Source: an optimization exercise on an open RTL-to-GDS flow (aim: small area, a short achievable clock period and few clock cycles). Production flows keep margins and buffers that such runs may drop.
RTL that was checked went through simulation tests only; none was proved equivalent to the original.
Power is estimated from default activity; no workload was simulated.

Setup of run 4:
// prc
module prc (
    input  wire         clk,
    input  wire         rst,
    input  wire         req_valid,
    output wire         req_ready,
    input  wire [1:0]   req_op,
    input  wire [2:0]   req_reg,
    input  wire [127:0] req_wdata,
    output reg          rsp_valid,
    output wire [127:0] rsp_rdata
);
==> flow/config.mk <==
export PLATFORM = sky130hd
export DESIGN_NAME = prc
export DESIGN_NICKNAME = prc
export VERILOG_FILES = /design/flow/design.v
export SDC_FILE = /design/flow/constraint.sdc
export NUM_CORES = 4
export LEC_CHECK = 0
export CAP_MARGIN = 20
export CORE_MARGIN = 2
export CORE_UTILIZATION = 40
export SLEW_MARGIN = 20
==> flow/constraint.sdc <==
create_clock -name core_clock -period 12.0 [get_ports {clk}]
set_input_delay 2.4000 -clock core_clock [delete_from_list [all_inputs] [get_ports {clk}]]
set_output_delay 2.4000 -clock core_clock [all_outputs]
set_load 0.01 [all_outputs]
standard.sh (not shown) runs the stock make flow with config.mk's settings and CLKGATE_MAP_FILE= SYNTH_SCRIPT=/design/flow/synth_recipe.tcl, a recipe that flattens the netlist after the stock synthesis.
==> flow/flow/run.sh <==
#!/bin/bash
# The standard layout flow (the standard.sh, unchanged synthesis), with
# two placement/repair settings changed:
#  - every port still gets a buffer, but a plain buf_1 that repair can size,
#    instead of the default slow delay cell;
#  - repair_timing is asked to keep extra setup slack so that it works on
#    paths well below the 12 ns clock.
# Each ORFS step's full log is under orfs/logs/; standard.sh's own output is
# in standard.log.
set -euo pipefail
export BUFFER_PORTS_ARGS="-buffer_cell sky130_fd_sc_hd__buf_1"
export SETUP_SLACK_MARGIN=7.5
bash standard.sh > standard.log 2>&1
diff inputs: run 4 => run 2
--- a/flow/design.v
+++ b/flow/design.v
@@ -344,22 +344,34 @@
     wire q_mark   = (q_op == 4'h7) && idx0;
     wire q_cub    = (q_op == 4'h8) && idx0;
     wire q_nthu   = (q_op == 4'h9) && idx0;
     wire q_dec    = (q_op == 4'hA) && idx0;
     wire q_enc    = (q_op == 4'hB) && idx0;
     wire q_ill    = !(q_lwidth | q_lshift | q_lmask | q_unpack | q_pack |
                       q_clru | q_mark | q_cub | q_nthu | q_dec | q_enc);
     wire haz  = (q_dec && wrote_hash) || (q_enc && wrote_arr);
     wire exec = cmd_v && !haz;
-    assign req_ready = !(cmd_v && (haz || q_nthu)) && !nt_busy;
+    reg  ready_r;
+    assign req_ready = ready_r;
     wire fire   = req_valid && req_ready;
     wire is_wr  = (req_op == 2'd1);
     wire is_cmd = (req_op == 2'd2);
+    wire [7:0] cmd_q_n  = req_ready ? req_wdata[7:0] : cmd_q;
+    wire       cmd_v_n  = (fire && is_cmd) || (cmd_v && haz);
+    wire       wr_hash_n = exec && (q_pack || q_enc);
+    wire       wr_arr_n  = exec && q_dec;
+    wire       qn_idx0  = (cmd_q_n[3:0] == 4'd0);
+    wire       qn_nthu  = (cmd_q_n[7:4] == 4'h9) && qn_idx0;
+    wire       qn_dec   = (cmd_q_n[7:4] == 4'hA) && qn_idx0;
+    wire       qn_enc   = (cmd_q_n[7:4] == 4'hB) && qn_idx0;
+    wire       haz_n    = (qn_dec && wr_hash_n) || (qn_enc && wr_arr_n);
+    wire       nt_busy_n;
+    wire       ready_n  = !(cmd_v_n && (haz_n || qn_nthu)) && !nt_busy_n;
     reg [2:0] lay_width;
     reg [3:0] lay_mask;
     reg [5:0] lay_shift;
     always @(*) begin
         case (q_idx)
             4'd0:  begin lay_width = 3'd4; lay_mask = 4'hF; lay_shift = 6'd0;  end
             4'd1:  begin lay_width = 3'd4; lay_mask = 4'hF; lay_shift = 6'd4;  end
             4'd2:  begin lay_width = 3'd4; lay_mask = 4'hF; lay_shift = 6'd8;  end
             4'd3:  begin lay_width = 3'd4; lay_mask = 4'hF; lay_shift = 6'd12; end
@@ -412,18 +424,20 @@
             2'd1: nb_used = used_r[7:4];
             2'd2: nb_used = used_r[11:8];
             default: nb_used = used_r[15:12];
         endcase
     end
     wire       nb_hit;
     wire [1:0] nb_pos;
     wire [3:0] nb_rest;
     prc_nthu_blk u_nthu (.z(~nb_used), .n(nb_n), .hit(nb_hit), .pos(nb_pos), .rest(nb_rest));
+    assign nt_busy_n = nt_busy ? !(nb_hit || nb_blk == 2'd3)
+                               : (exec && q_nthu && val_r[7:4] == 4'd0 && !nb_hit);
     wire        dec_err;
     wire [3:0]  dec_epos;
     prc_dec_chk u_dchk (.h(hash_r[48:0]), .err(dec_err), .pos(dec_epos));
     wire [31:0] dec_lo, dec_list_n, dec_hi;
     prc_dec1 u_dec1 (.h(hash_r[31:0]), .codes(dec_lo), .list(dec_list_n));
     prc_dec2 u_dec2 (.list_in(dec_list), .h(hash_r[48:32]), .codes(dec_hi));
     wire [38:0] enc_lo_n;
     wire        enc_ovf_lo_n, enc_bad_lo_n, enc_bad_hi, enc_ovf_hi;
     wire [3:0]  enc_pos_lo_n;
@@ -457,19 +471,20 @@
         enc_lo     <= enc_lo_n;
         enc_ovf_lo <= enc_ovf_lo_n;
         enc_bad_lo <= enc_bad_lo_n;
         enc_pos_lo <= enc_pos_lo_n;
         rs_hash  <= (req_reg == 3'd0);
         rs_arr   <= (req_reg == 3'd1) && !arr_z_n;
         rs_used  <= (req_reg == 3'd2);
         rs_val   <= (req_reg == 3'd3);
         rs_stat  <= (req_reg == 3'd4);
-        if (req_ready) cmd_q <= req_wdata[7:0];
+        cmd_q    <= cmd_q_n;
+        ready_r  <= rst ? 1'b1 : ready_n;
         if (rst) begin
             hash_r     <= 64'd0;
             arr_z      <= 1'b1;
             used_r     <= 16'd0;
             val_r      <= 8'd0;
             st_err     <= 1'b0;
             st_ovf     <= 1'b0;
             st_cause   <= 3'd0;
             st_pos     <= 4'd0;
==> comparison <==
Run 2 reached the final stage; the timing, design-rule and antenna checks on its layout passed. Run 2 ended up with arr_r[58] as its source of the critical timing path; run 4 ended up with cmd_q[2]. Diff run 4 -> run 2: power per cell area -0.84%; register share of the cell area -1.0 points; adder-cell area share of the yosys netlist ~0 delta. Diff run 4 -> run 2 | clock network fraction of total power | increase of 1.1 points. Summary of run 2 over run 4: netlist area before placement went up about 3%; number of flip-flops and latches in the synthesized netlist held; die area went up 2500 sq um. Side by side, number of vias after detailed routing turned out higher in run 2 than in run 4.
Testbench counts of run 2, summed over its fixed seeds: cycles 13,797.
The RTL of run 4 was laid out without a check of its function.

==> what the ideal ports hide <==
How much do the figures lean on ideal ports? The routed layouts below were timed once more, with nothing changed but the port constraints.
Step 1: set_driving_cell puts a clkbuf_16 on clk and a buf_2 on each other input, an assumption about the parent block.
Step 2, shift: input delay + t, output delay - t, t = (earliest + latest rising clock arrival at the registers) / 2. This alone moves slack from input paths to output paths.
a / b / c = ideal / step 1 / step 2; a / b = the first two.
run	shift t [ns]	setup WS [ns]	latest minus earliest clock arrival (ns)
run 4	0.669	7.209 / 7.143 / 7.027	0.045 / 0.045
run 2	0.698	7.513 / 7.441 / 6.925	0.029 / 0.029
After both steps every run listed still meets setup and hold. The setup slack of run 2, which loses most, moves by -0.072 ns with the drivers and by -0.588 ns with both steps.
